What follows belongs to an exercise in optimizing a design on an open flow for small area, a short achievable clock period and few clock cycles; a production flow would make more cautious choices.
Only simulation tests tie the RTL to the original design; equivalence was not proved.
Power is estimated from default activity; no workload was simulated.

File: flow/design.v
module eadogm_sin_rom (
    input  wire [6:0] index,
    output reg  [6:0] data
);
    always @(*) begin
        case (index)
            7'd0: data = 7'd0;
            7'd1: data = 7'd2;
            7'd2: data = 7'd3;
            7'd3: data = 7'd5;
            7'd4: data = 7'd6;
            7'd5: data = 7'd8;
            7'd6: data = 7'd9;
            7'd7: data = 7'd11;
            7'd8: data = 7'd12;
            7'd9: data = 7'd14;
            7'd10: data = 7'd16;
            7'd11: data = 7'd17;
            7'd12: data = 7'd19;
            7'd13: data = 7'd20;
            7'd14: data = 7'd22;
            7'd15: data = 7'd23;
            7'd16: data = 7'd24;
            7'd17: data = 7'd26;
            7'd18: data = 7'd27;
            7'd19: data = 7'd29;
            7'd20: data = 7'd30;
            7'd21: data = 7'd32;
            7'd22: data = 7'd33;
            7'd23: data = 7'd34;
            7'd24: data = 7'd36;
            7'd25: data = 7'd37;
            7'd26: data = 7'd38;
            7'd27: data = 7'd39;
            7'd28: data = 7'd41;
            7'd29: data = 7'd42;
            7'd30: data = 7'd43;
            7'd31: data = 7'd44;
            7'd32: data = 7'd45;
            7'd33: data = 7'd46;
            7'd34: data = 7'd47;
            7'd35: data = 7'd48;
            7'd36: data = 7'd49;
            7'd37: data = 7'd50;
            7'd38: data = 7'd51;
            7'd39: data = 7'd52;
            7'd40: data = 7'd53;
            7'd41: data = 7'd54;
            7'd42: data = 7'd55;
            7'd43: data = 7'd56;
            7'd44: data = 7'd56;
            7'd45: data = 7'd57;
            7'd46: data = 7'd58;
            7'd47: data = 7'd59;
            7'd48: data = 7'd59;
            7'd49: data = 7'd60;
            7'd50: data = 7'd60;
            7'd51: data = 7'd61;
            7'd52: data = 7'd61;
            7'd53: data = 7'd62;
            7'd54: data = 7'd62;
            7'd55: data = 7'd62;
            7'd56: data = 7'd63;
            7'd57: data = 7'd63;
            7'd58: data = 7'd63;
            7'd59: data = 7'd64;
            7'd60: data = 7'd64;
            7'd61: data = 7'd64;
            7'd62: data = 7'd64;
            7'd63: data = 7'd64;
            7'd64: data = 7'd64;
            7'd65: data = 7'd64;
            7'd66: data = 7'd64;
            7'd67: data = 7'd64;
            7'd68: data = 7'd64;
            7'd69: data = 7'd64;
            7'd70: data = 7'd63;
            7'd71: data = 7'd63;
            7'd72: data = 7'd63;
            7'd73: data = 7'd62;
            7'd74: data = 7'd62;
            7'd75: data = 7'd62;
            7'd76: data = 7'd61;
            7'd77: data = 7'd61;
            7'd78: data = 7'd60;
            7'd79: data = 7'd60;
            7'd80: data = 7'd59;
            7'd81: data = 7'd59;
            7'd82: data = 7'd58;
            7'd83: data = 7'd57;
            7'd84: data = 7'd56;
            7'd85: data = 7'd56;
            7'd86: data = 7'd55;
            7'd87: data = 7'd54;
            7'd88: data = 7'd53;
            7'd89: data = 7'd52;
            7'd90: data = 7'd51;
            7'd91: data = 7'd50;
            7'd92: data = 7'd49;
            7'd93: data = 7'd48;
            7'd94: data = 7'd47;
            7'd95: data = 7'd46;
            7'd96: data = 7'd45;
            7'd97: data = 7'd44;
            7'd98: data = 7'd43;
            7'd99: data = 7'd42;
            7'd100: data = 7'd41;
            7'd101: data = 7'd39;
            7'd102: data = 7'd38;
            7'd103: data = 7'd37;
            7'd104: data = 7'd36;
            7'd105: data = 7'd34;
            7'd106: data = 7'd33;
            7'd107: data = 7'd32;
            7'd108: data = 7'd30;
            7'd109: data = 7'd29;
            7'd110: data = 7'd27;
            7'd111: data = 7'd26;
            7'd112: data = 7'd24;
            7'd113: data = 7'd23;
            7'd114: data = 7'd22;
            7'd115: data = 7'd20;
            7'd116: data = 7'd19;
            7'd117: data = 7'd17;
            7'd118: data = 7'd16;
            7'd119: data = 7'd14;
            7'd120: data = 7'd12;
            7'd121: data = 7'd11;
            7'd122: data = 7'd9;
            7'd123: data = 7'd8;
            7'd124: data = 7'd6;
            7'd125: data = 7'd5;
            7'd126: data = 7'd3;
            7'd127: data = 7'd2;
            default: data = 7'd0;
        endcase
    end
endmodule
module eadogm_glyph_rom (
    input  wire [6:0]  index,
    output reg  [34:0] data
);
    always @(*) begin
        case (index)
            7'd0: data[20:0] = 21'h0;
            7'd1: data[20:0] = 21'h17C000;
            7'd2: data[20:0] = 21'h380;
            7'd3: data[20:0] = 21'h53F94;
            7'd4: data[20:0] = 21'h1FD524;
            7'd5: data[20:0] = 21'h209A3;
            7'd6: data[20:0] = 21'h1564B6;
            7'd7: data[20:0] = 21'hC280;
            7'd8: data[20:0] = 21'h88E00;
            7'd9: data[20:0] = 21'h8A080;
            7'd10: data[20:0] = 21'h71508;
            7'd11: data[20:0] = 21'hF8408;
            7'd12: data[20:0] = 21'hC2800;
            7'd13: data[20:0] = 21'h20408;
            7'd14: data[20:0] = 21'h183000;
            7'd15: data[20:0] = 21'h20820;
            7'd16: data[20:0] = 21'h1268BE;
            7'd17: data[20:0] = 21'h1FE100;
            7'd18: data[20:0] = 21'h1470C2;
            7'd19: data[20:0] = 21'h1160A1;
            7'd20: data[20:0] = 21'h48A18;
            7'd21: data[20:0] = 21'h1162A7;
            7'd22: data[20:0] = 21'h12653C;
            7'd23: data[20:0] = 21'h27881;
            7'd24: data[20:0] = 21'h1264B6;
            7'd25: data[20:0] = 21'h126486;
            7'd26: data[20:0] = 21'hD9B00;
            7'd27: data[20:0] = 21'hDAB00;
            7'd28: data[20:0] = 21'h50400;
            7'd29: data[20:0] = 21'h50A14;
            7'd30: data[20:0] = 21'h51141;
            7'd31: data[20:0] = 21'h144082;
            7'd32: data[20:0] = 21'h1E64B2;
            7'd33: data[20:0] = 21'h448FE;
            7'd34: data[20:0] = 21'h1264FF;
            7'd35: data[20:0] = 21'h1060BE;
            7'd36: data[20:0] = 21'h1060FF;
            7'd37: data[20:0] = 21'h1264FF;
            7'd38: data[20:0] = 21'h244FF;
            7'd39: data[20:0] = 21'h1060BE;
            7'd40: data[20:0] = 21'h2047F;
            7'd41: data[20:0] = 21'h1FE080;
            7'd42: data[20:0] = 21'h106020;
            7'd43: data[20:0] = 21'h5047F;
            7'd44: data[20:0] = 21'h10207F;
            7'd45: data[20:0] = 21'h1017F;
            7'd46: data[20:0] = 21'h2027F;
            7'd47: data[20:0] = 21'h1060BE;
            7'd48: data[20:0] = 21'h244FF;
            7'd49: data[20:0] = 21'h1460BE;
            7'd50: data[20:0] = 21'h644FF;
            7'd51: data[20:0] = 21'h1264C6;
            7'd52: data[20:0] = 21'h1FC081;
            7'd53: data[20:0] = 21'h10203F;
            7'd54: data[20:0] = 21'h10101F;
            7'd55: data[20:0] = 21'h6107F;
            7'd56: data[20:0] = 21'h20A63;
            7'd57: data[20:0] = 21'h1E0203;
            7'd58: data[20:0] = 21'h1268E1;
            7'd59: data[20:0] = 21'h1FC000;
            7'd60: data[20:0] = 21'h20202;
            7'd61: data[20:0] = 21'h1FE0C1;
            7'd62: data[20:0] = 21'h4104;
            7'd63: data[20:0] = 21'h102040;
            7'd64: data[20:0] = 21'h8080;
            7'd65: data[20:0] = 21'h152A20;
            7'd66: data[20:0] = 21'h11247F;
            7'd67: data[20:0] = 21'h112238;
            7'd68: data[20:0] = 21'h112238;
            7'd69: data[20:0] = 21'h152A38;
            7'd70: data[20:0] = 21'h27F08;
            7'd71: data[20:0] = 21'h150A08;
            7'd72: data[20:0] = 21'h1047F;
            7'd73: data[20:0] = 21'h1F6200;
            7'd74: data[20:0] = 21'h112020;
            7'd75: data[20:0] = 21'h43F80;
            7'd76: data[20:0] = 21'h1FE080;
            7'd77: data[20:0] = 21'h6027C;
            7'd78: data[20:0] = 21'h1047C;
            7'd79: data[20:0] = 21'h112238;
            7'd80: data[20:0] = 21'h50A7C;
            7'd81: data[20:0] = 21'h50A08;
            7'd82: data[20:0] = 21'h1047C;
            7'd83: data[20:0] = 21'h152A48;
            7'd84: data[20:0] = 21'h111F84;
            7'd85: data[20:0] = 21'h10203C;
            7'd86: data[20:0] = 21'h10101C;
            7'd87: data[20:0] = 21'hC203C;
            7'd88: data[20:0] = 21'h41444;
            7'd89: data[20:0] = 21'h14280C;
            7'd90: data[20:0] = 21'h153244;
            7'd91: data[20:0] = 21'hD8400;
            7'd92: data[20:0] = 21'h1FC000;
            7'd93: data[20:0] = 21'hDA080;
            7'd94: data[20:0] = 21'hA8408;
            7'd95: data[20:0] = 21'hA8E08;
            default: data[20:0] = 21'h0;
        endcase
    end
    always @(*) begin
        case (index)
            7'd0: data[34:21] = 14'h0;
            7'd1: data[34:21] = 14'h0;
            7'd2: data[34:21] = 14'h7;
            7'd3: data[34:21] = 14'hA7F;
            7'd4: data[34:21] = 14'h92A;
            7'd5: data[34:21] = 14'h3164;
            7'd6: data[34:21] = 14'h2822;
            7'd7: data[34:21] = 14'h0;
            7'd8: data[34:21] = 14'h41;
            7'd9: data[34:21] = 14'h1C;
            7'd10: data[34:21] = 14'h42A;
            7'd11: data[34:21] = 14'h408;
            7'd12: data[34:21] = 14'h0;
            7'd13: data[34:21] = 14'h408;
            7'd14: data[34:21] = 14'h0;
            7'd15: data[34:21] = 14'h104;
            7'd16: data[34:21] = 14'h1F45;
            7'd17: data[34:21] = 14'h40;
            7'd18: data[34:21] = 14'h2349;
            7'd19: data[34:21] = 14'h18CB;
            7'd20: data[34:21] = 14'h87F;
            7'd21: data[34:21] = 14'h1CC5;
            7'd22: data[34:21] = 14'h1849;
            7'd23: data[34:21] = 14'h185;
            7'd24: data[34:21] = 14'h1B49;
            7'd25: data[34:21] = 14'hF29;
            7'd26: data[34:21] = 14'h0;
            7'd27: data[34:21] = 14'h0;
            7'd28: data[34:21] = 14'h20A2;
            7'd29: data[34:21] = 14'hA14;
            7'd30: data[34:21] = 14'h8;
            7'd31: data[34:21] = 14'h309;
            7'd32: data[34:21] = 14'h1F41;
            7'd33: data[34:21] = 14'h3F11;
            7'd34: data[34:21] = 14'h1B49;
            7'd35: data[34:21] = 14'h1141;
            7'd36: data[34:21] = 14'hE22;
            7'd37: data[34:21] = 14'h20C9;
            7'd38: data[34:21] = 14'h81;
            7'd39: data[34:21] = 14'h1951;
            7'd40: data[34:21] = 14'h3F88;
            7'd41: data[34:21] = 14'h41;
            7'd42: data[34:21] = 14'hBF;
            7'd43: data[34:21] = 14'h20A2;
            7'd44: data[34:21] = 14'h2040;
            7'd45: data[34:21] = 14'h3F82;
            7'd46: data[34:21] = 14'h3F90;
            7'd47: data[34:21] = 14'h1F41;
            7'd48: data[34:21] = 14'h309;
            7'd49: data[34:21] = 14'h2F21;
            7'd50: data[34:21] = 14'h2329;
            7'd51: data[34:21] = 14'h18C9;
            7'd52: data[34:21] = 14'h81;
            7'd53: data[34:21] = 14'h1FC0;
            7'd54: data[34:21] = 14'hFA0;
            7'd55: data[34:21] = 14'h3FA0;
            7'd56: data[34:21] = 14'h3194;
            7'd57: data[34:21] = 14'h184;
            7'd58: data[34:21] = 14'h21C5;
            7'd59: data[34:21] = 14'h20C1;
            7'd60: data[34:21] = 14'h1010;
            7'd61: data[34:21] = 14'h0;
            7'd62: data[34:21] = 14'h202;
            7'd63: data[34:21] = 14'h2040;
            7'd64: data[34:21] = 14'h4;
            7'd65: data[34:21] = 14'h3C54;
            7'd66: data[34:21] = 14'h1C44;
            7'd67: data[34:21] = 14'h1044;
            7'd68: data[34:21] = 14'h3FC8;
            7'd69: data[34:21] = 14'hC54;
            7'd70: data[34:21] = 14'h101;
            7'd71: data[34:21] = 14'h1E54;
            7'd72: data[34:21] = 14'h3C04;
            7'd73: data[34:21] = 14'h40;
            7'd74: data[34:21] = 14'h3D;
            7'd75: data[34:21] = 14'h2228;
            7'd76: data[34:21] = 14'h40;
            7'd77: data[34:21] = 14'h3C04;
            7'd78: data[34:21] = 14'h3C04;
            7'd79: data[34:21] = 14'h1C44;
            7'd80: data[34:21] = 14'h414;
            7'd81: data[34:21] = 14'h3E18;
            7'd82: data[34:21] = 14'h404;
            7'd83: data[34:21] = 14'h1054;
            7'd84: data[34:21] = 14'h1040;
            7'd85: data[34:21] = 14'h3E20;
            7'd86: data[34:21] = 14'hE20;
            7'd87: data[34:21] = 14'h1E40;
            7'd88: data[34:21] = 14'h2228;
            7'd89: data[34:21] = 14'h1E50;
            7'd90: data[34:21] = 14'h224C;
            7'd91: data[34:21] = 14'h41;
            7'd92: data[34:21] = 14'h0;
            7'd93: data[34:21] = 14'h8;
            7'd94: data[34:21] = 14'h41C;
            7'd95: data[34:21] = 14'h408;
            default: data[34:21] = 14'h0;
        endcase
    end
endmodule
module eadogm_core (
    input  wire        clk,
    input  wire        rst,
    input  wire        cmd_valid,
    output wire        cmd_ready,
    input  wire [63:0] cmd_word,
    output wire [2:0]  err,
    output wire [3:0]  cur_page,
    output wire [6:0]  cur_col,
    output wire [7:0]  ret,
    output reg         mem_en,
    output reg         mem_we,
    output reg  [9:0]  mem_addr,
    output reg  [7:0]  mem_wdata,
    input  wire [7:0]  mem_rdata
);
    localparam [7:0] MODE_SET   = 8'h73;
    localparam [7:0] MODE_CLEAR = 8'h63;
    localparam [3:0] S_IDLE  = 4'd0;
    localparam [3:0] S_SEG   = 4'd1;
    localparam [3:0] S_WALK  = 4'd2;
    localparam [3:0] S_MUL1  = 4'd3;
    localparam [3:0] S_DIV   = 4'd4;
    localparam [3:0] S_PRIME = 4'd5;
    localparam [3:0] S_TEXT  = 4'd6;
    localparam [3:0] S_LF    = 4'd7;
    localparam [3:0] S_DRAIN = 4'd8;
    localparam [3:0] S_MUL2  = 4'd9;
    localparam [3:0] S_STEPS = 4'd10;
    localparam [3:0] S_DRS   = 4'd11;
    localparam [3:0] S_DEC   = 4'd12;
    function [12:0] rca;
        input [11:0] x;
        input [11:0] y;
        input        ci;
        integer i;
        reg c;
        begin
            c = ci;
            for (i = 0; i < 12; i = i + 1) begin
                rca[i] = x[i] ^ y[i] ^ c;
                c = (x[i] & y[i]) | (c & (x[i] ^ y[i]));
            end
            rca[12] = c;
        end
    endfunction
    function [6:0] inc7;
        input [6:0] x;
        reg [12:0] s;
        begin s = rca({5'd0, x}, 12'd0, 1'b1); inc7 = s[6:0]; end
    endfunction
    function [6:0] dec7;
        input [6:0] x;
        reg [12:0] s;
        begin s = rca({5'd0, x}, {5'd0, 7'h7F}, 1'b0); dec7 = s[6:0]; end
    endfunction
    function ge8;
        input [7:0] x;
        input [7:0] y;
        reg [12:0] s;
        begin s = rca({4'd0, x}, {4'd0, ~y}, 1'b1); ge8 = s[8]; end
    endfunction
    reg [3:0]  state;
    reg [3:0]  state_n;        
    reg        ready_q;        
    reg [2:0]  err_q;
    reg [3:0]  page_q;
    reg [6:0]  col_q;
    reg [7:0]  ret_q;
    assign cmd_ready = ready_q;
    assign err       = err_q;
    assign cur_page  = page_q;
    assign cur_col   = col_q;
    assign ret       = ret_q;
    wire [7:0] w_op = cmd_word[7:0];
    wire [7:0] b0   = cmd_word[15:8];
    wire [7:0] b1   = cmd_word[23:16];
    wire [7:0] b2   = cmd_word[31:24];
    wire [7:0] b3   = cmd_word[39:32];
    wire [7:0] b4   = cmd_word[47:40];
    wire [7:0] b5   = cmd_word[55:48];
    wire [7:0] b6   = cmd_word[63:56];
    wire op_pix    = (w_op == 8'h01);
    wire op_point  = (w_op == 8'h02);
    wire op_hline  = (w_op == 8'h03);
    wire op_vline  = (w_op == 8'h04);
    wire op_line   = (w_op == 8'h05);
    wire op_rect   = (w_op == 8'h06);
    wire op_arc    = (w_op == 8'h07);
    wire op_putc   = (w_op == 8'h08);
    wire op_setpg  = (w_op == 8'h09);
    wire op_setcol = (w_op == 8'h0A);
    wire op_putcat = (w_op == 8'h0B);
    wire op_draw   = op_pix | op_point | op_hline | op_vline | op_line | op_rect | op_arc;
    wire [3:0] op4 = w_op[3:0];
    reg [7:0] w_t, w_m;
    always @(*) begin
        case (op4)
            4'h2:        begin w_t = b2;   w_m = b3; end
            4'h3, 4'h4:  begin w_t = b3;   w_m = b4; end
            4'h5, 4'h6:  begin w_t = b4;   w_m = b5; end
            4'h7:        begin w_t = b5;   w_m = b6; end
            default:     begin w_t = 8'd0; w_m = b2; end
        endcase
    end
    wire w_tbad = (w_t[7:1] != 7'd0);
    wire w_mset = (w_m == MODE_SET);
    wire w_mbad = !w_mset && (w_m != MODE_CLEAR);
    reg [7:0] w_x1, w_y1, w_x2, w_y2;
    always @(*) begin
        case (op4)
            4'h3:    begin w_x1 = b0; w_y1 = b2; w_x2 = b1; w_y2 = b2; end    
            4'h4:    begin w_x1 = b0; w_y1 = b1; w_x2 = b0; w_y2 = b2; end    
            4'h5:    begin w_x1 = b0; w_y1 = b1; w_x2 = b2; w_y2 = b3; end    
            4'h6:    begin w_x1 = b0; w_y1 = b1; w_x2 = b2; w_y2 = b1; end    
            default: begin w_x1 = b1; w_y1 = b0; w_x2 = b1; w_y2 = b0; end    
        endcase
    end
    reg [7:0] a0, a1, a2, a3;
    reg       is_rect, is_arc;
    reg       thick;
    reg       mset;            
    reg [1:0] side;            
    reg       seg_pend;        
    reg       p2_valid;        
    reg [7:0] sx1, sx2;
    reg [6:0] sy1, sy2;
    reg              prev_ok;               
    wire y1_bad = sy1[6];
    wire x1_bad = sx1[7];
    wire y2_bad = sy2[6];
    wire x2_bad = sx2[7];
    wire [2:0] chk_code = y1_bad ? 3'd1 : x1_bad ? 3'd2 : y2_bad ? 3'd1 : x2_bad ? 3'd2 : 3'd0;
    wire       chk_ok   = !(y1_bad | x1_bad | y2_bad | x2_bad);
    wire [6:0] ux1 = sx1[6:0];
    wire [6:0] uy1 = {1'b0, sy1[5:0]};
    wire [6:0] ux2 = sx2[6:0];
    wire [6:0] uy2 = {1'b0, sy2[5:0]};
    wire [7:0] ddx  = {1'b0, ux2} - {1'b0, ux1};
    wire [7:0] ddy  = {1'b0, uy2} - {1'b0, uy1};
    wire [6:0] ndx  = ux1 - ux2;
    wire [6:0] ndy  = uy1 - uy2;
    reg  [6:0] adx, ady;
    reg        xneg, yneg2;                    
    reg        pre_ok;
    wire [7:0] dxy  = {1'b0, adx} - {1'b0, ady};
    wire [6:0] dyx  = ady - adx;
    wire       setup_steep = dxy[7];           
    wire [6:0] minx = xneg  ? ux2 : ux1;
    wire [6:0] maxx = xneg  ? ux1 : ux2;
    wire [6:0] miny = yneg2 ? uy2 : uy1;
    wire [6:0] maxy = yneg2 ? uy1 : uy2;
    wire [6:0] sbn  = xneg  ? uy2 : uy1;       
    wire [6:0] sbs  = yneg2 ? ux2 : ux1;       
    wire       setup_swap = setup_steep ? yneg2 : xneg;
    wire       s_yneg = xneg ^ yneg2;
    wire [6:0] sa1  = setup_steep ? miny : minx;
    wire [6:0] sa2  = setup_steep ? maxy : maxx;
    wire [6:0] sb1  = setup_steep ? sbs : sbn;
    wire [6:0] sdy  = setup_steep ? adx : ady;
    wire [6:0] sdxy = setup_steep ? dyx : dxy[6:0];    
    wire       seg_same   = (ux1 == ux2) && (uy1 == uy2);
    wire       setup_vert = (ux1 == ux2) && (uy1 != uy2);
    wire       s_skipf = is_arc & prev_ok & !setup_swap;
    wire       s_skipl = is_arc & prev_ok & setup_swap;
    wire signed [8:0] e1n  = $signed({3'b000, adx[6:1]}) - $signed({2'b00, ady});
    wire signed [8:0] e1s  = $signed({3'b000, ady[6:1]}) - $signed({2'b00, adx});
    wire signed [8:0] e1np = $signed({3'b000, adx[6:1]}) + $signed({1'b0, dxy});
    wire signed [8:0] e1sp = $signed({3'b000, ady[6:1]}) + $signed({2'b00, dyx});
    wire       e1n_neg = e1n[8];
    wire       e1s_neg = e1s[8];
    wire [6:0] wyn1 = e1n_neg ? (s_yneg ? dec7(sbn) : inc7(sbn)) : sbn;
    wire [6:0] wys1 = e1s_neg ? (s_yneg ? dec7(sbs) : inc7(sbs)) : sbs;
    wire signed [8:0] s_e0 = setup_steep ? {3'b000, ady[6:1]} : {3'b000, adx[6:1]};
    wire signed [8:0] s_e1 = setup_steep ? (e1s_neg ? e1sp : e1s) : (e1n_neg ? e1np : e1n);
    wire [6:0] s_wy1  = setup_steep ? wys1 : wyn1;
    wire [6:0] s_wx1  = setup_steep ? inc7(miny) : inc7(minx);
    wire [6:0] s_wxe1 = setup_steep ? dec7(maxy) : dec7(maxx);
    wire seg_avail = is_arc ? p2_valid : seg_pend;
    reg  [7:0] nx;                  
    reg  [6:0] ny;
    reg        p3_valid;
    reg  [7:0] qx;                  
    reg  [6:0] qy;
    reg        p4_valid;
    reg [7:0] rx1, ry1, rx2, ry2;
    always @(*) begin
        case (side)
            2'd0:    begin rx1 = a0; ry1 = a3; rx2 = a2; ry2 = a3; end    
            2'd1:    begin rx1 = a0; ry1 = a1; rx2 = a0; ry2 = a3; end    
            default: begin rx1 = a2; ry1 = a1; rx2 = a2; ry2 = a3; end    
        endcase
    end
    reg [6:0]        wx, wxe, wy, wdy, wdxy;
    reg signed [8:0] werr;
    reg              steep, vert, yneg, wfirst;
    reg [4:0]        wdone;
    wire [6:0] prow = steep ? wx : wy;
    wire [6:0] pcol = steep ? wy : wx;
    wire [2:0] pg   = prow[5:3];
    wire       page_last = (wxe[5:3] == wx[5:3]);
    wire       is_last = vert ? page_last : (wx == wxe);
    wire [7:0] bit_r = 8'd1 << prow[2:0];
    wire [7:0] run_m = (8'hFF << wx[2:0]) & (8'hFF >> (page_last ? ~wxe[2:0] : 3'd0));
    wire [7:0] row_m = vert ? run_m : bit_r;
    wire [6:0] rowm = dec7(prow);
    wire [6:0] rowp = inc7(wxe);             
    wire [6:0] colm = dec7(pcol);
    wire [6:0] colp = inc7(pcol);
    reg [4:0] wvec;
    always @(*) begin
        wvec[0] = 1'b1;
        wvec[1] = thick & (steep ? (pcol != 7'd0)   : ((prow[2:0] == 3'd0) && (prow != 7'd0)));
        wvec[2] = thick & (steep ? (pcol != 7'd127) : ((prow[2:0] == 3'd7) && (prow != 7'd63)));
        wvec[3] = thick & wfirst  & (steep ? (prow != 7'd0)  : (pcol != 7'd0));
        wvec[4] = thick & is_last & (steep ? (wxe != 7'd63) : (pcol != 7'd127));
    end
    wire [4:0] wpend = wvec & ~wdone;
    wire [4:0] wsel  = wpend & (~wpend + 5'd1);
    wire [4:0] wmore = wpend & ~wsel;
    reg [9:0] w_addr;
    reg [7:0] w_mask;
    always @(*) begin
        w_addr = {pg, pcol};
        w_mask = (thick & !steep) ? (bit_r | {bit_r[6:0], 1'b0} | {1'b0, bit_r[7:1]}) : row_m;
        if (wsel[1]) begin
            if (steep) begin w_addr = {pg, colm}; w_mask = row_m; end
            else       begin w_addr = {rowm[5:3], pcol}; w_mask = 8'h80; end
        end
        if (wsel[2]) begin
            if (steep) begin w_addr = {pg, colp}; w_mask = row_m; end
            else       begin w_addr = {pg + 3'd1, pcol}; w_mask = 8'h01; end
        end
        if (wsel[3]) begin
            if (steep) begin w_addr = {rowm[5:3], pcol}; w_mask = 8'd1 << rowm[2:0]; end
            else       begin w_addr = {pg, colm}; w_mask = bit_r; end
        end
        if (wsel[4]) begin
            if (steep) begin w_addr = {rowp[5:3], pcol}; w_mask = 8'd1 << rowp[2:0]; end
            else       begin w_addr = {pg, colp}; w_mask = bit_r; end
        end
    end
    wire [8:0]  err_sub_s = werr - {2'b00, wdy};
    wire [8:0]  err_add_s = werr + {2'b00, wdxy};
    wire        err_neg   = err_sub_s[8];
    wire [6:0]  wx_inc    = inc7(wx);
    wire [6:0]  wy_step   = yneg ? dec7(wy) : inc7(wy);
    reg [8:0]  dw;             
    reg [16:0] acc;            
    reg [11:0] stp;            
    reg [8:0]  dq;             
    reg [9:0]  dr;             
    reg [3:0]  cnt;
    reg [8:0]  aq;             
    reg [9:0]  arem;           
    reg        adv_ok;         
    reg        fin;            
    reg [2:0]  sp;             
    reg [6:0]  mag_q;
    reg        neg_q;
    wire [14:0] prod_q = acc[14:0];
    wire        negp_q = acc[15];
    wire [8:0]  w_dw = (b4 > b3) ? ({1'b0, b4} - {1'b0, b3}) : (9'd256 - {1'b0, b3} + {1'b0, b4});
    wire [9:0]  mul1_s = {1'b0, acc[16:8]} + {1'b0, a2[cnt[2:0]] ? dw : 9'd0};
    reg  [9:0]  d201;
    always @(*) begin
        case (acc[1:0])
            2'd0:    d201 = 10'd0;
            2'd1:    d201 = 10'd201;
            2'd2:    d201 = 10'd402;
            default: d201 = 10'd603;
        endcase
    end
    wire [9:0]  mul2_s = {2'd0, stp[11:4]} + d201;
    wire [9:0]  steps  = stp[9:0];
    wire [10:0] div_t  = {dr, dw[4'd8 - cnt]};
    wire [11:0] div_s  = {1'b0, div_t} - {2'b00, steps};
    wire        div_ge = !div_s[11];
    wire [12:0] drs_s  = rca({2'd0, dr}, ~{2'd0, steps}, 1'b1);
    wire [11:0] arem_a = {2'd0, arem} + {2'd0, dr};
    wire [11:0] arem_b = {2'd0, arem} + stp;              
    wire        arem_ge = !arem_b[11];
    wire [8:0]  aq_dq  = aq + dq;
    wire [7:0]  ang_dq = a3 + dq[7:0];
    wire [8:0]  aq_nx  = aq_dq + {8'd0, arem_ge};
    wire [7:0]  ang_nx = ang_dq + {7'd0, arem_ge};
    wire [6:0] sin_idx = sp[0] ? {~a3[6], a3[5:0]} : a3[6:0];
    wire [6:0] sin_mag;
    eadogm_sin_rom u_sin_rom (.index(sin_idx), .data(sin_mag));
    wire       cos_neg = a3[7] ^ a3[6];
    wire [14:0] prod  = a2 * mag_q;
    wire [9:0]  pt    = {1'b0, prod_q[14:6]};
    wire [7:0]  ccent = (sp == 3'd3) ? a0 : a1;
    wire [9:0]  smp_v = {2'd0, ccent} + (negp_q ? ~pt : pt) + {9'd0, negp_q & (prod_q[5:0] == 6'd0)};
    wire [7:0]  smp_x = {smp_v[9] | (smp_v[8:7] != 2'd0), smp_v[6:0]};
    wire [6:0]  smp_y = {smp_v[9] | (smp_v[8:6] != 3'd0), smp_v[5:0]};
    wire [6:0] tcode  = wdxy;         
    wire [6:0] tg     = {tcode[6:5] - 2'd1, tcode[4:0]};    
    wire [2:0] tpage  = wy[2:0];
    wire [6:0] tcol   = wx;
    wire [2:0] tshift = wxe[2:0];
    wire [2:0] tk     = wdy[2:0];
    wire       tspill = wfirst;
    wire [34:0] glyph_word;
    eadogm_glyph_rom u_glyph_rom (.index(tg), .data(glyph_word));
    reg  [6:0]  glyph_byte;
    always @(*) begin
        case (tk)
            3'd0:    glyph_byte = glyph_word[6:0];
            3'd1:    glyph_byte = glyph_word[13:7];
            3'd2:    glyph_byte = glyph_word[20:14];
            3'd3:    glyph_byte = glyph_word[27:21];
            default: glyph_byte = glyph_word[34:28];
        endcase
    end
    wire [14:0] gshift = {8'd0, glyph_byte} << tshift;
    wire [7:0]  t_mask = tspill ? {1'b0, gshift[14:8]} : gshift[7:0];
    wire [12:0] tcol_s = rca({5'd0, tcol}, {9'd0, tk}, 1'b0);
    wire [9:0]  t_addr = {tspill ? (tpage + 3'd1) : tpage, tcol_s[6:0]};
    wire [3:0] norm_page  = (page_q == 4'd8) ? 4'd0 : page_q;
    wire       col_wrap   = (col_q > 7'd121);
    wire [3:0] wrap_page  = col_wrap ? (norm_page + 4'd1) : norm_page;
    wire [3:0] glyph_page = (wrap_page == 4'd8) ? 4'd0 : wrap_page;
    wire [6:0] glyph_col  = col_wrap ? 7'd0 : col_q;
    wire [12:0] gcol6_s   = rca({5'd0, glyph_col}, 12'd6, 1'b0);
    reg        d_putc, d_setpg, d_setcol, d_putcat, d_draw;
    reg        tbad_q, mbad_q;
    wire       d_arc = is_arc;
    wire char0_bad = (a0[7:5] == 3'd0) || a0[7];
    wire char2_bad = (a2[7:5] == 3'd0) || a2[7];
    wire is_lf      = (a0 == 8'h0A);
    wire putc_glyph = d_putc && !is_lf && !char0_bad;
    wire setpg_ok   = d_setpg && (a0[7:3] == 5'd0);
    wire setcol_ok  = d_setcol && !ge8(a0, 8'd121);
    wire putcat_ok  = d_putcat && !ge8(a0, 8'd57) && !ge8(a1, 8'd121) && !char2_bad;
    wire draw_ok    = d_draw && !tbad_q && !mbad_q;
    reg  [2:0] dec_err;
    always @(*) begin
        dec_err = 3'd0;
        if (d_draw) dec_err = tbad_q ? 3'd5 : mbad_q ? 3'd4 : 3'd0;
        if (d_putc && !is_lf && char0_bad) dec_err = 3'd6;
        if (d_setpg && !setpg_ok) dec_err = 3'd3;
        if (d_setcol && !setcol_ok) dec_err = 3'd2;
        if (d_putcat) dec_err = ge8(a0, 8'd57) ? 3'd1 : ge8(a1, 8'd121) ? 3'd2 : char2_bad ? 3'd6 : 3'd0;
        if (!(d_draw | d_putc | d_setpg | d_setcol | d_putcat)) dec_err = 3'd7;
    end
    reg        ib_valid;
    reg [9:0]  ib_addr;
    reg [7:0]  ib_mask;
    reg [3:0]  cv, crd;
    reg [9:0]  ca0, ca1, ca2, ca3;
    reg [7:0]  cm0, cm1, cm2, cm3;
    reg [1:0]  head, rp, tail;
    reg [2:0]  count;
    reg        rd_p1, rd_p2;    
    wire [9:0] ca_head = (head == 2'd0) ? ca0 : (head == 2'd1) ? ca1 : (head == 2'd2) ? ca2 : ca3;
    wire [7:0] cm_head = (head == 2'd0) ? cm0 : (head == 2'd1) ? cm1 : (head == 2'd2) ? cm2 : cm3;
    wire [9:0] ca_rp   = (rp == 2'd0) ? ca0 : (rp == 2'd1) ? ca1 : (rp == 2'd2) ? ca2 : ca3;
    wire [3:0] head_oh = 4'd1 << head;
    wire [3:0] rp_oh   = 4'd1 << rp;
    wire [3:0] tail_oh = 4'd1 << tail;
    wire       retire_rd = rd_p2;
    wire [7:0] newdata   = mset ? (mem_rdata | cm_head) : (mem_rdata & ~cm_head);
    wire       wr_need   = retire_rd && (newdata != mem_rdata);
    wire       dwrite    = !rd_p2 && (rp == head) && (|(head_oh & cv & ~crd)) &&
                           (|(head_oh & {&cm3, &cm2, &cm1, &cm0}));
    wire       retire    = retire_rd | dwrite;
    wire       ib_zero   = (ib_mask == 8'd0);
    wire [3:0] hit_vec   = cv & ~(retire_rd ? head_oh : 4'd0) &
                           {ca3 == ib_addr, ca2 == ib_addr, ca1 == ib_addr, ca0 == ib_addr};
    wire       hit       = |hit_vec;
    wire       ib_take   = ib_valid && (ib_zero || hit || (count != 3'd4));
    wire       alloc     = ib_valid && !ib_zero && !hit && (count != 3'd4);
    wire       buf_free  = !ib_valid || (count != 3'd4);
    wire       rp_ready  = |(rp_oh & cv & ~crd);
    wire       slot_free = !dwrite && (state != S_LF);
    wire       rd_pre    = slot_free && rp_ready;
    wire       byp_pre   = slot_free && alloc && (rp == tail);
    wire       do_read   = rd_pre && !wr_need;
    wire       byp_read  = byp_pre && !wr_need;
    wire       alt_en    = (state == S_LF) || dwrite || rd_pre || byp_pre;
    wire       alt_we    = (state == S_LF) || dwrite;
    wire [9:0] alt_addr  = (state == S_LF) ? {tpage, tcol} : dwrite ? ca_head : rd_pre ? ca_rp : ib_addr;
    wire [7:0] alt_wdata = {8{mset && (state != S_LF)}};
    wire [2:0] count_nx  = count + {2'd0, alloc} - {2'd0, retire};
    reg        g_emit;
    reg [9:0]  g_addr;
    reg [7:0]  g_mask;
    always @(*) begin
        g_emit = 1'b0;
        g_addr = w_addr;
        g_mask = w_mask;
        if (state == S_WALK) begin
            g_emit = 1'b1;
        end else if (state == S_TEXT) begin
            g_emit = 1'b1;
            g_addr = t_addr;
            g_mask = t_mask;
        end
    end
    wire g_go = !g_emit || buf_free;    
    wire walk_end = (state == S_WALK) && buf_free && (wmore == 5'd0) && is_last;
    wire seg_go   = ((state == S_SEG) || walk_end) && seg_avail && pre_ok;
    wire p2_consume = (seg_go && is_arc) || ((state == S_PRIME) && p2_valid);
    wire p3_take    = p3_valid && (!p2_valid || p2_consume);
    wire p4_take    = p4_valid && !p3_valid;                  
    wire q_busy     = p3_valid || p4_valid;
    wire sxy_wr     = (ready_q && cmd_valid) || seg_go ||
                      ((state == S_PRIME) && p2_valid) || p3_take;
    wire seg_draw = chk_ok && !(is_arc && prev_ok && seg_same);
    always @(posedge clk) begin
        if (rst) begin
            cv       <= 4'd0;
            crd      <= 4'd0;
            head     <= 2'd0;
            rp       <= 2'd0;
            tail     <= 2'd0;
            count    <= 3'd0;
            rd_p1    <= 1'b0;
            rd_p2    <= 1'b0;
            ib_valid <= 1'b0;
            mem_en   <= 1'b0;
            mem_we   <= 1'b0;
        end else begin
            rd_p1 <= do_read | byp_read;
            rd_p2 <= rd_p1;
            count <= count_nx;
            mem_en    <= wr_need | alt_en;
            mem_we    <= wr_need | alt_we;
            mem_addr  <= wr_need ? ca_head : alt_addr;
            mem_wdata <= wr_need ? newdata : alt_wdata;
            if (hit_vec[0] && ib_valid && !ib_zero) cm0 <= cm0 | ib_mask;
            if (hit_vec[1] && ib_valid && !ib_zero) cm1 <= cm1 | ib_mask;
            if (hit_vec[2] && ib_valid && !ib_zero) cm2 <= cm2 | ib_mask;
            if (hit_vec[3] && ib_valid && !ib_zero) cm3 <= cm3 | ib_mask;
            if (alloc) begin
                case (tail)
                    2'd0: begin ca0 <= ib_addr; cm0 <= ib_mask; end
                    2'd1: begin ca1 <= ib_addr; cm1 <= ib_mask; end
                    2'd2: begin ca2 <= ib_addr; cm2 <= ib_mask; end
                    default: begin ca3 <= ib_addr; cm3 <= ib_mask; end
                endcase
                tail <= tail + 2'd1;
            end
            if (do_read | byp_read | dwrite) rp <= rp + 2'd1;
            if (retire) head <= head + 2'd1;
            cv  <= (cv & ~(retire ? head_oh : 4'd0)) | (alloc ? tail_oh : 4'd0);
            crd <= (crd & ~(retire ? head_oh : 4'd0) & ~(alloc ? tail_oh : 4'd0)) |
                   (do_read ? rp_oh : 4'd0) | (byp_read ? tail_oh : 4'd0);
            if (g_emit && buf_free) begin
                ib_valid <= 1'b1;
                ib_addr  <= g_addr;
                ib_mask  <= g_mask;
            end else if (ib_take) begin
                ib_valid <= 1'b0;
            end
        end
    end
    always @(posedge clk) begin
        if (rst) begin
            state    <= S_IDLE;
            ready_q  <= 1'b1;
            err_q    <= 3'd0;
            page_q   <= 4'd0;
            col_q    <= 7'd0;
            ret_q    <= 8'd0;
            sp       <= 3'd0;
            p2_valid <= 1'b0;
            p3_valid <= 1'b0;
            p4_valid <= 1'b0;
            seg_pend <= 1'b0;
            pre_ok   <= 1'b0;
        end else begin
            state_n = state;
            adx    <= ddx[7] ? ndx : ddx[6:0];
            ady    <= ddy[7] ? ndy : ddy[6:0];
            xneg   <= ddx[7];
            yneg2  <= ddy[7];
            pre_ok <= !sxy_wr;
            if (p3_take) begin
                sx2      <= nx;
                sy2      <= ny;
                p2_valid <= 1'b1;
            end else if (p2_consume) begin
                p2_valid <= 1'b0;
            end
            if (p4_take) begin
                nx       <= qx;
                ny       <= qy;
                p3_valid <= 1'b1;
                p4_valid <= 1'b0;
            end else if (p3_take) begin
                p3_valid <= 1'b0;
            end
            if (sp == 3'd1) begin
                mag_q <= sin_mag;
                neg_q <= cos_neg;
                sp    <= 3'd2;
            end else if (sp == 3'd2) begin
                if (adv_ok) begin
                    acc[15:0] <= {neg_q, prod};
                    mag_q <= sin_mag;
                    neg_q <= a3[7];
                    aq    <= aq_nx;
                    a3    <= ang_nx;
                    arem  <= arem_ge ? arem_b[9:0] : arem_a[9:0];
                    fin   <= (aq == dw);
                    sp    <= 3'd3;
                end
            end else if (sp == 3'd3) begin
                if (!p4_valid || !p3_valid) begin    
                    qx    <= smp_x;
                    acc[15:0] <= {neg_q, prod};
                    mag_q <= sin_mag;
                    neg_q <= cos_neg;
                    sp    <= 3'd4;
                end
            end else if (sp == 3'd4) begin
                qy       <= smp_y;
                p4_valid <= 1'b1;
                acc[15:0] <= {neg_q, prod};
                mag_q    <= sin_mag;
                neg_q    <= a3[7];
                aq       <= aq_nx;
                a3       <= ang_nx;
                arem     <= arem_ge ? arem_b[9:0] : arem_a[9:0];
                fin      <= (aq == dw);
                sp       <= fin ? 3'd0 : 3'd3;
            end
            if (seg_go) begin
                if (is_arc) begin
                    sx1      <= sx2;
                    sy1      <= sy2;
                    prev_ok  <= chk_ok;
                end else if (is_rect && side != 2'd3) begin
                    side <= side + 2'd1;
                    sx1 <= rx1; sy1 <= {ry1[7:6] != 2'd0, ry1[5:0]};
                    sx2 <= rx2; sy2 <= {ry2[7:6] != 2'd0, ry2[5:0]};
                end else begin
                    seg_pend <= 1'b0;
                end
                if (!chk_ok && err_q == 3'd0) err_q <= chk_code;
                steep <= setup_steep;
                vert  <= setup_vert;
                wxe   <= s_skipl ? s_wxe1 : sa2;
                wdy   <= sdy;
                wdxy  <= sdxy;
                yneg  <= s_yneg;
                wdone <= 5'd0;
                if (s_skipf) begin
                    wfirst <= 1'b0;
                    wx     <= s_wx1;
                    wy     <= s_wy1;
                    werr   <= s_e1;
                end else begin
                    wfirst <= 1'b1;
                    wx     <= sa1;
                    wy     <= sb1;
                    werr   <= s_e0;
                end
            end
            case (state)
                S_IDLE: begin
                    if (cmd_valid) begin
                        a0 <= b0; a1 <= b1; a2 <= b2; a3 <= b3;
                        d_putc   <= op_putc;
                        d_setpg  <= op_setpg;
                        d_setcol <= op_setcol;
                        d_putcat <= op_putcat;
                        d_draw   <= op_draw;
                        tbad_q   <= w_tbad;
                        mbad_q   <= w_mbad;
                        is_rect  <= op_rect;
                        is_arc   <= op_arc;
                        thick    <= w_t[0];
                        mset     <= w_mset | !op_draw;
                        side     <= 2'd0;
                        prev_ok  <= 1'b0;
                        seg_pend <= 1'b1;
                        dw       <= w_dw;
                        sx1 <= w_x1; sy1 <= {w_y1[7:6] != 2'd0, w_y1[5:0]};
                        sx2 <= w_x2; sy2 <= {w_y2[7:6] != 2'd0, w_y2[5:0]};
                        state_n = S_DEC;
                    end
                end
                S_DEC: begin
                    acc    <= 17'd0;
                    cnt    <= 4'd0;
                    aq     <= 9'd0;
                    arem   <= 10'd0;
                    adv_ok <= 1'b0;
                    wdxy   <= d_putc ? a0[6:0] : a2[6:0];
                    wdy    <= 7'd0;
                    wfirst <= 1'b0;
                    wxe    <= {4'd0, d_putc ? 3'd0 : a0[2:0]};
                    wy     <= {4'd0, !d_putc ? a0[5:3] : is_lf ? norm_page[2:0] : glyph_page[2:0]};
                    wx     <= !d_putc ? a1[6:0] : is_lf ? col_q : glyph_col;
                    err_q  <= dec_err;
                    sp     <= {2'b00, d_arc && draw_ok};
                    if (d_putc)                 ret_q  <= a0;
                    if (putc_glyph | setpg_ok)  page_q <= d_putc ? glyph_page : a0[3:0];
                    if (putc_glyph | setcol_ok) col_q  <= d_putc ? gcol6_s[6:0] : a0[6:0];
                    if (draw_ok)                     state_n = d_arc ? S_MUL1 : S_SEG;
                    else if (d_putc && is_lf)        state_n = S_LF;
                    else if (putc_glyph | putcat_ok) state_n = S_TEXT;
                    else                             state_n = S_IDLE;
                end
                S_MUL1: begin
                    acc <= {mul1_s[9:0], acc[7:1]};
                    cnt <= cnt + 4'd1;
                    if (cnt == 4'd7) begin
                        stp   <= 12'd0;
                        cnt   <= 4'd0;
                        state_n = S_MUL2;
                    end
                end
                S_MUL2: begin
                    stp <= {mul2_s[9:2], mul2_s[1:0], stp[3:2]};
                    acc <= {2'b00, acc[16:2]};
                    cnt <= cnt + 4'd1;
                    if (cnt == 4'd8) state_n = S_STEPS;
                end
                S_STEPS: begin
                    if (stp[9:0] == 10'd0) stp <= 12'd1;
                    dr    <= 10'd0;
                    dq    <= 9'd0;
                    cnt   <= 4'd0;
                    state_n = S_DIV;
                end
                S_DIV: begin
                    dr  <= div_ge ? div_s[9:0] : div_t[9:0];
                    dq  <= {dq[7:0], div_ge};
                    cnt <= cnt + 4'd1;
                    if (cnt == 4'd8) state_n = S_DRS;
                end
                S_DRS: begin
                    stp    <= drs_s[11:0];
                    adv_ok <= 1'b1;
                    state_n  = S_PRIME;
                end
                S_PRIME: begin
                    if (p2_valid) begin
                        sx1 <= sx2;
                        sy1 <= sy2;
                        state_n = S_SEG;
                    end
                end
                S_SEG: begin
                    if (seg_avail) begin
                        if (seg_go && seg_draw) state_n = S_WALK;
                    end else if (!is_arc || (sp == 3'd0 && !q_busy)) begin
                        state_n = S_DRAIN;
                    end
                end
                S_WALK: begin
                    if (buf_free) begin
                        if (wmore != 5'd0) begin
                            wdone <= wdone | wsel;
                        end else if (is_last) begin
                            if (!seg_avail && !(is_arc && (sp != 3'd0 || q_busy))) state_n = S_DRAIN;
                            else if (!(seg_go && seg_draw))                        state_n = S_SEG;
                        end else begin
                            wdone  <= 5'd0;
                            wfirst <= 1'b0;
                            if (vert) begin
                                wx <= {wx[6:3] + 4'd1, 3'b000};
                            end else begin
                                wx <= wx_inc;
                                if (err_neg) begin
                                    wy   <= wy_step;
                                    werr <= err_add_s[8:0];
                                end else begin
                                    werr <= err_sub_s[8:0];
                                end
                            end
                        end
                    end
                end
                S_TEXT: begin
                    if (g_go) begin
                        if (!tspill && tshift != 3'd0) begin
                            wfirst <= 1'b1;
                        end else begin
                            wfirst <= 1'b0;
                            wdy    <= {4'd0, tk + 3'd1};
                            if (tk == 3'd4) state_n = S_DRAIN;
                        end
                    end
                end
                S_LF: begin
                    wx <= wx_inc;
                    if (tcol == 7'd127) begin
                        page_q <= {1'b0, tpage} + 4'd1;
                        col_q  <= 7'd0;
                        state_n  = S_DRAIN;
                    end
                end
                S_DRAIN: begin
                    if (!ib_valid && (count == 3'd0)) state_n = S_IDLE;
                end
                default: state_n = S_IDLE;
            endcase
            state   <= state_n;
            ready_q <= (state_n == S_IDLE);
        end
    end
endmodule
File: flow/config.mk
export PLATFORM = sky130hd
export DESIGN_NAME = eadogm_core
export DESIGN_NICKNAME = eadogm_core
export VERILOG_FILES = /design/flow/design.v
export SDC_FILE = /design/flow/constraint.sdc
export NUM_CORES = 4
export LEC_CHECK = 0
export CAP_MARGIN = 60
export CORE_MARGIN = 2
export CORE_UTILIZATION = 55
export PLACE_DENSITY = 0.7
export SLEW_MARGIN = 60
File: flow/constraint.sdc
create_clock -name core_clock -period 12.0 [get_ports {clk}]
set_input_delay 2.4000 -clock core_clock [delete_from_list [all_inputs] [get_ports {clk}]]
set_output_delay 2.4000 -clock core_clock [all_outputs]
set_load 0.01 [all_outputs]
File: flow/run.sh
#!/bin/bash
# synth_recipe.tcl (not shown) runs the flow's synth.tcl, then flattens the netlist and writes it again
# the make line also repeats each setting of config.mk as NAME=value (left out here)
make -C /OpenROAD-flow-scripts/flow DESIGN_CONFIG=/design/flow/config.mk WORK_HOME=/design/flow/orfs CLKGATE_MAP_FILE= SYNTH_SCRIPT=/design/flow/synth_recipe.tcl finish
==> results of run 1 <==
worst reg2reg max path, delay by kind of cell, from the launching register on:
kind / cells / cell delay, ns
adder cells (fa/ha/maj): 5 / 2.08
flip-flops: 1 / 0.60
AO/OA/AOI/OAI: 7 / 1.22
buffers and inverters: 4 / 0.39
AND/OR/NAND/NOR: 1 / 0.09
XOR/XNOR: 1 / 0.15
synthesized netlist by cell type, types with 21 or more instances:
| master | number |
|---|---|
| fa_1 | 65 |
| a211oi_1 | 80 |
| buf_2 | 60 |
| o211ai_1 | 52 |
| nand3b_1 | 21 |
| nor3_1 | 113 |
| a21oi_1 | 305 |
| nand2b_1 | 74 |
| o21bai_1 | 38 |
| a22oi_1 | 36 |
| and3_1 | 35 |
| mux2i_1 | 197 |
| nor2b_1 | 82 |
| o2111ai_1 | 23 |
| a22o_1 | 47 |
| xor2_1 | 70 |
| a221o_1 | 25 |
| buf_1 | 40 |
| o21ai_0 | 247 |
| clkbuf_1 | 202 |
| and2_1 | 50 |
| o22ai_1 | 43 |
| dfxtp_1 | 57 |
| nor4_1 | 29 |
| ha_1 | 332 |
| inv_1 | 274 |
| o21a_1 | 24 |
| a31oi_1 | 65 |
| a221oi_1 | 35 |
| mux2_2 | 25 |
| o221ai_1 | 32 |
| nand3_1 | 119 |
| nand2_1 | 417 |
| edfxtp_1 | 373 |
| a21o_1 | 65 |
| xnor2_1 | 156 |
| nor2_1 | 325 |
| nand4_1 | 42 |
| or3_1 | 24 |
cells by family (layout without fill, tap and decap cells):
| family | Yosys count | after routing | share of synthesized area |
|---|---|---|---|
| AOI/OAI and AO/OA | 1373 | 1373 | 0.231 |
| xor gates and xnor gates | 226 | 226 | 0.0485 |
| adders and majority gates | 398 | 398 | 0.134 |
| buffers and inverters | 593 | 618 | 0.0580 |
| DFF | 430 | 430 | 0.302 |
| muxes | 229 | 229 | 0.0591 |
| and+or+nand+nor | 1410 | 1410 | 0.167 |
how the worst max path moves through the flow:
stage,startpoint,end
final,cmd_word[3],mset
after detailed placement,cmd_word[3],mset
after global placement,cmd_word[3],mset
after CTS,cmd_word[3],mset
after floorplan,rst,aq[0]
after global routing,cmd_word[3],mset
where the power goes:
| part | leakage (nW) | internal [mW] | switching [mW] |
|---|---|---|---|
| combinational | 13.0 | 1.23 | 1.82 |
| sequential | 3.95 | 1.82 | 0.184 |
| clock | 0.882 | 1.01 | 0.717 |
registers in the layout (all words and copies together), names as in the netlist, 9 cells and up:
register / cells
ca2: 10
ca0: 10
dq: 9
aq: 9
ca1: 10
stp: 12
ib_addr: 10
dr: 10
mem_addr: 10
werr: 9
dw: 9
acc: 17
arem: 10
ca3: 10
layer usage:
layer | GRT usage | part of all wire | up-vias
met3 | 0.0684 | 0.10 | 519
li1 | - | - | 17300
met4 | 0.198 | 0.062 | 0
met1 | 0.514 | 0.40 | 18400
met2 | 0.578 | 0.43 | 2419
met5 | 0 | 0 | -
final cells by class:
cell class,count,area (um^2),share of cell area
clock buffer,62,1400,0.0309
multi-input combinational,3636,26600,0.589
tap,959,1200,0.0265
inverter,279,1060,0.0233
sequential,430,12300,0.273
clock inverter,35,439,0.00970
timing repair buffer,242,2190,0.0484
per-stage QoR:
| stage | power (mW) | cell area (um^2) | cells | setup slack (ns) |
|---|---|---|---|---|
| floorplan | 4.15 | 40800 | 4659 | 4.40 |
| global placement | 4.88 | 42600 | 5502 | 6.30 |
| detailed placement | 4.98 | 43300 | 5539 | 6.57 |
| CTS | 6.71 | 45100 | 5636 | 7.25 |
| global route | 7.17 | 45300 | 5643 | 6.90 |
| finish | 6.79 | 45300 | 5643 | 7.05 |
==> summary.txt, run 1 <==
Status: no timing/DRC/antenna violations
Fraction of registers with async set/reset: 0
WHS: 0.419 ns
Final period util: 0.412
Vias in the first global route: 36.5k
EDFF count, synth: 373
CTS buffer count: 52
CTS tree: built
CTS root buffer: clkbuf_16
PwrDens: 150 nW/um^2
Post-Syn Area: 40800 um^2
Kind of end point of the critical path: flop
Leak: 17.9 nW
Hold depth: 0
Hold Crit Start: qx[1]
Area growth syn-to-layout: 10.9%
Core Box Area: 73200 um^2
Die Y-Extent: 276 um
WP buf/inv: 2
Iteration count of the initial detailed-routing pass: 7
Area contributors post-synth: edfxtp_1 (27%), ha_1 (10%), mux2i_1 (4.8%)
Hold worst-path end: nx[1]
Row cnt: 99
Cell variety after synth: 104
Ports: 118
Die Area: 76400 um^2
Syn Area/Cell: 8.76 um^2
Final net count: 5113
CP Depth: 11
Reg2reg start: a2[3]
Syn. warnings: 3
Max VDD drop: 0.141 mV
Iteration-0 DRC Markers: 5105
Vias per cell: 6.85
Diodes inserted: 0
Ratio of cells with drive above 1 in the final layout: 0.0871
Initial antenna violation count: 0
Worst Tran Pin Value: 0.657 ns
Initial core utilization: 0.558
Critical path's largest stage delay: 0.59 ns
CP max FO: 12
Gp weighted congestion: 1.04
Final setup TNS: 0 ns
Max H-tree Level: 2
Worst min path class: reg2reg
Fmax: 202 MHz
Crit-path most repeated cell: nand2_1
Fill count: 6429
Seq/Total Area, Yosys: 0.302
Crit path kind: in2reg
Clock Skew: 0.0487 ns
Routed Antenna Nets: 0
Total of max-cap violations: 0
R2R Path End: acc[14]
Finished Core Util: 0.619
Most common cell after layout, fill and taps aside: nand2_1
CTS resizes: 0
Largest net degree at the start of global routing: 82
CP max stage cell: clkdlybuf4s50_1
Top Family by Delay on Critical Path: simple AND/OR/NAND/NOR gates
Commonest cells after routing, fill and taps aside: nand2_1 (413), edfxtp_1 (373), ha_1 (323)
Clock sinks: 430
DR WL/cell: 26.4 um
Post-CTS Hold Fix Bufs: 0
Synthesized flop and latch total: 430
DRT Wirelength: 149 mm
CP Launch Type: input pin
First-pass GRT wire length: 226 mm
Top FF cell, synth: edfxtp_1
Post-Synthesis Cells: 4659
Proportion of netlist area held by the largest area contributor: 0.274
Via count: 38.7k
Max-slew headroom: 0.559
Clock Latency Late Sink: 0.66 ns
RSZ-0062 raised after global routing: false
Hold Fails Final Rpt: 0
Postcts setup bufs: 0
Gr ovfl total: 0
Crit-path cells: clkdlybuf4s50_1 > nand2b_1 > nor3_2 > or2_0 > buf_4 > nand2_1 > nand2_1 > nand4_1 > nor4_1 > a31oi_1 > o21ai_1
Post-detail-place hpwl: 110 mm
Tmin final: 4.95 ns
Syn Nets: 5131
Clock Pin Slew Worst Setup and Hold Paths: 0.06 ns
Die width: 276 um
Worst Reg-to-Reg Cells: 18
Final slew viol count: 0
Clk buf depth: 3
Tot GR Track Use: 0.379
CP Data Required Time: 12.49 ns
# setup viols final: 0
Number of port buffers: 117
Data arrival, critical path: 5.44 ns
Residual DRC: 0
Cell taking the most area after synthesis: edfxtp_1
R2R setup slack: 7.20 ns
Testbench counts, summed over its fixed seeds: cycles 252,895.
==> run 2: changes to the inputs <==
--- a/flow/design.v
+++ b/flow/design.v
@@ -606,7 +606,7 @@
     wire [14:0] prod_q = acc[14:0];
     wire        negp_q = acc[15];
     wire [8:0]  w_dw = (b4 > b3) ? ({1'b0, b4} - {1'b0, b3}) : (9'd256 - {1'b0, b3} + {1'b0, b4});
-    wire [9:0]  mul1_s = {1'b0, acc[16:8]} + {1'b0, a2[cnt[2:0]] ? dw : 9'd0};
+    wire [12:0] mul1_s = rca({2'd0, acc[16:7]}, {4'd0, dw[7] ? a2 : 8'd0}, 1'b0);
     reg  [9:0]  d201;
     always @(*) begin
         case (acc[1:0])
@@ -626,9 +626,11 @@
     wire [11:0] arem_b = {2'd0, arem} + stp;              
     wire        arem_ge = !arem_b[11];
     wire [8:0]  aq_dq  = aq + dq;
-    wire [7:0]  ang_dq = a3 + dq[7:0];
-    wire [8:0]  aq_nx  = aq_dq + {8'd0, arem_ge};
-    wire [7:0]  ang_nx = ang_dq + {7'd0, arem_ge};
+    wire [8:0]  aq_dq1 = aq + dq + 9'd1;
+    wire [7:0]  ang_dq  = a3 + dq[7:0];
+    wire [7:0]  ang_dq1 = a3 + dq[7:0] + 8'd1;
+    wire [8:0]  aq_nx  = arem_ge ? aq_dq1 : aq_dq;
+    wire [7:0]  ang_nx = arem_ge ? ang_dq1 : ang_dq;
     wire [6:0] sin_idx = sp[0] ? {~a3[6], a3[5:0]} : a3[6:0];
     wire [6:0] sin_mag;
     eadogm_sin_rom u_sin_rom (.index(sin_idx), .data(sin_mag));
@@ -941,7 +943,7 @@
                     wy     <= {4'd0, !d_putc ? a0[5:3] : is_lf ? norm_page[2:0] : glyph_page[2:0]};
                     wx     <= !d_putc ? a1[6:0] : is_lf ? col_q : glyph_col;
                     err_q  <= dec_err;
-                    sp     <= {2'b00, d_arc && draw_ok};
+                    sp     <= 3'd0;
                     if (d_putc)                 ret_q  <= a0;
                     if (putc_glyph | setpg_ok)  page_q <= d_putc ? glyph_page : a0[3:0];
                     if (putc_glyph | setcol_ok) col_q  <= d_putc ? gcol6_s[6:0] : a0[6:0];
@@ -951,11 +953,16 @@
                     else                             state_n = S_IDLE;
                 end
                 S_MUL1: begin
-                    acc <= {mul1_s[9:0], acc[7:1]};
                     cnt <= cnt + 4'd1;
-                    if (cnt == 4'd7) begin
+                    if (cnt == 4'd0) begin
+                        mag_q <= dw[6:0];
+                    end else if (cnt == 4'd1) begin
+                        acc <= {2'b00, prod};
+                    end else begin
+                        acc   <= dw[8] ? {1'b0, a2, 8'd0} : {mul1_s[9:0], acc[6:0]};
                         stp   <= 12'd0;
                         cnt   <= 4'd0;
+                        sp    <= 3'd1;          
                         state_n = S_MUL2;
                     end
                 end
--- a/flow/config.mk
+++ b/flow/config.mk
@@ -7,6 +7,6 @@
 export LEC_CHECK = 0
 export CAP_MARGIN = 60
 export CORE_MARGIN = 2
-export CORE_UTILIZATION = 55
-export PLACE_DENSITY = 0.7
+export CORE_UTILIZATION = 40
+export PLACE_DENSITY = 0.6
 export SLEW_MARGIN = 60
==> summary.txt, run 2 <==
Hold Crit Start: qy[6]
Worst Tran Pin Value: 0.642 ns
Proportion of netlist area held by the largest area contributor: 0.268
Vias per cell: 6.25
Synthesized flop and latch total: 430
Final worst slack: 6.88 ns
CP Launch Type: flop
CTS resizes: 0
Tot GR Track Use: 0.269
First-pass GRT wire length: 227 mm
Post-Syn Area: 41800 um^2
CTS tree: built
Seq/Total Area, Yosys: 0.295
CTS root buffer: clkbuf_16
Clock Latency Late Sink: 0.64 ns
Post-Synthesis Cells: 4869
Top Family by Delay on Critical Path: adder cells
Die Area: 107000 um^2
Finished Core Util: 0.449
Mux share of post-synthesis cell area: 0.0570
WP buf/inv: 3
Status: no timing/DRC/antenna violations
Gr ovfl total: 0
R2R setup slack: 6.88 ns
Ports: 118
Placed Area: 44700 um^2
Hold depth: 0
Reg with most FFs: acc
Syn Nets: 5342
Data arrival, critical path: 5.51 ns
Crit-path cells: buf_4 > and2_1 > fa_1 > inv_1 > fa_1 > fa_1 > inv_1 > fa_1 > ha_1 > a21boi_0 > o41ai_1 > o21ai_0 > o41a_1 > xnor2_1 > o21ai_0 > nand3_1
Iteration-0 DRC Markers: 4922
Final setup TNS: 0 ns
Top FF cell, synth: edfxtp_1
Fmax: 195 MHz
WHS: 0.406 ns
Area share of fa/ha/maj cells after synthesis: 0.131
Postcts setup bufs: 0
Iteration count of the initial detailed-routing pass: 9
Post-synthesis simple-gate area fraction: 0.169
Largest net degree at the start of global routing: 97
Design area: 46600 um^2
Hold Fails Final Rpt: 0
Kind of end point of the critical path: flop
Area taken by multi-input logic gates: 27600 um^2
DRT Wirelength: 149 mm
DR WL/cell: 23.9 um
Worst Reg-to-Reg Cells: 16
Clock sinks: 430
Vias in the first global route: 36.6k
Routed Antenna Nets: 0
PwrDens: 130 nW/um^2
Cell taking the most area after synthesis: edfxtp_1
Critical path's largest stage delay: 0.50 ns
# setup viols final: 0
Post-Place Setup Slack: 6.58 ns
Max-slew headroom: 0.571
Fraction of registers with async set/reset: 0
RSZ-0062 raised after global routing: false
Via count: 39.0k
Die width: 327 um
Commonest cells after routing, fill and taps aside: nand2_1 (434), a21oi_1 (383), edfxtp_1 (373)
EDFF count, synth: 373
Syn Area/Cell: 8.59 um^2
Die Y-Extent: 327 um
Max FFs per register: 17
Hold worst-path end: ny[6]
Post-detail-place hpwl: 109 mm
Most common library cells after synthesis: nand2_1 (438), a21oi_1 (391), nor2_1 (390), edfxtp_1 (373), ha_1 (329)
Crit path kind: reg2reg
Final net count: 5288
Number of port buffers: 117
Fill count: 10.2k
Clock Skew: 0.0344 ns
Ratio of cells with drive above 1 in the final layout: 0.0809
Clock Pin Slew Worst Setup and Hold Paths: 0.06 ns
Total of max-cap violations: 0
Worst min path class: reg2reg
Most numerous cell in the Yosys netlist: nand2_1
Core Box Area: 104000 um^2
Syn. warnings: 3
Gp weighted congestion: 1.00
Tmin final: 5.12 ns
Initial core utilization: 0.403
Largest registers: acc: 17 flops, stp: 12 flops
CP max stage cell: edfxtp_1
Compound-Gate Fraction of Synth Area: 0.242
Reg area: 12300 um^2
R2R Path End: acc[14]
CTS buffer count: 52
Final slew viol count: 0
Area growth syn-to-layout: 11.3%
Post-synthesis xor/xnor area fraction: 0.0480
Row cnt: 118
Initial antenna violation count: 2
Cell variety after synth: 106
Post-CTS Hold Fix Bufs: 0
CP max FO: 9
Final period util: 0.427
Clk buf depth: 3
CP Data Required Time: 12.39 ns
Largest family of logic cells by synthesized area: compound AO/OA/AOI/OAI gates
Most common cell after layout, fill and taps aside: nand2_1
Residual DRC: 0
Max VDD drop: 0.115 mV
Area contributors post-synth: edfxtp_1 (27%), ha_1 (9.8%), mux2i_1 (4.8%)
Leak: 17.7 nW
Max H-tree Level: 2
Reg2reg start: a2[4]
Crit-path most repeated cell: fa_1
run 2: cell types whose count changed in the layout (fill, tap and decap cells not counted), moves of 13 or more:
cell       before  now
a21oi_1       301  383
nor2_1        307  363
o21ai_0       240  295
nor2b_1        74   99
nand2_1       413  434
nand3_1       117   98
o21bai_1       37   19
a32oi_1         9   24
a2111oi_0       8   22
a22o_1         47   33
a21o_1         64   51
run 2: logic make-up after synthesis:
family                   count (synthesis)
AND/OR/NAND/NOR                       1474
AO/OA/AOI/OAI                         1504
XOR/XNOR                               229
multiplexers                           225
buffers and inverters                  609
flip-flops                             430
adder cells (fa/ha/maj)                398
run 2: through the flow:
step                power [mW]  cells
floorplan                 3.69   4869
global placement          4.35   6109
detailed placement        4.41   6136
CTS                       6.04   6231
global route              6.41   6236
finish                    6.07   6238
run 2: worst max path at each step:
stage,startpoint,end,slack [ns],depth (start not counted)
finish,a2[4],acc[14],6.88,16
global route,a2[1],acc[14],6.52,19
CTS,a2[4],acc[14],6.95,16
detailed placement,mem_rdata[5],mem_addr[5],6.58,10
global placement,cmd_word[3],mbad_q,6.28,10
floorplan,rst,ready_q,5.01,5
run 2: final cells by class:
class | count | area share
multi-input combinational | 3830 | 0.593
sequential | 430 | 0.265
timing repair buffer | 228 | 0.0454
tap | 1380 | 0.0371
clock buffer | 76 | 0.0332
inverter | 273 | 0.0223
clock inverter | 19 | 0.00411
antenna | 2 | 0.000107
run 2: power breakdown:
part	total [mW]	switching [mW]	internal, mW
registers	1.91	0.151	1.76
logic	2.53	1.53	1.00
clock network	1.63	0.677	0.955
total	6.07	2.35	3.72
run 2: worst reg2reg max path, delay by kind of cell, from the launching register on:
kind | cells | cell delay (ns)
compound gates | 5 | 1.39
xor+xnor | 1 | 0.15
fa+ha+maj | 5 | 2.25
buf+inv | 3 | 0.34
flops | 1 | 0.50
simple gates | 2 | 0.26
run 2: metal layers:
layer / GRT usage / share of wire / routed length (um)
met5: 0 / 0 / 0
met4: 0.0862 / 0.032 / 4820
met3: 0.0425 / 0.093 / 13900
met2: 0.419 / 0.44 / 65900
met1: 0.380 / 0.43 / 64300
Testbench counts of run 2, summed over its fixed seeds: cycles 250,700.

## what the ideal ports hide
The results above use ideal ports. As a check the final layouts listed here were re-extracted and re-timed, cells and wires unchanged.
Step 1, drivers: a clkbuf_16 drives clk and a buf_2 each remaining input, both assumed.
Step 2 moves the port delays by t, midway between the first and last clock arrival at a register: inputs arrive t later, outputs are due t later. That takes back most of the time a late clock gives input paths.
Slacks: ideal / step 1 / step 2; pairs: ideal / step 1.
| run | t, ns | slack for setup (ns) | worst register clock-pin slew, ns |
|---|---|---|---|
| run 1 | 0.708 | 7.054 / 7.105 / 6.397 | 0.08 / 0.08 |
| run 2 | 0.703 | 6.879 / 6.879 / 6.531 | 0.07 / 0.07 |
After both steps setup and hold are still met in every run listed. The setup slack of run 1, which loses most, moves by +0.051 ns with the drivers and by -0.657 ns with both steps.
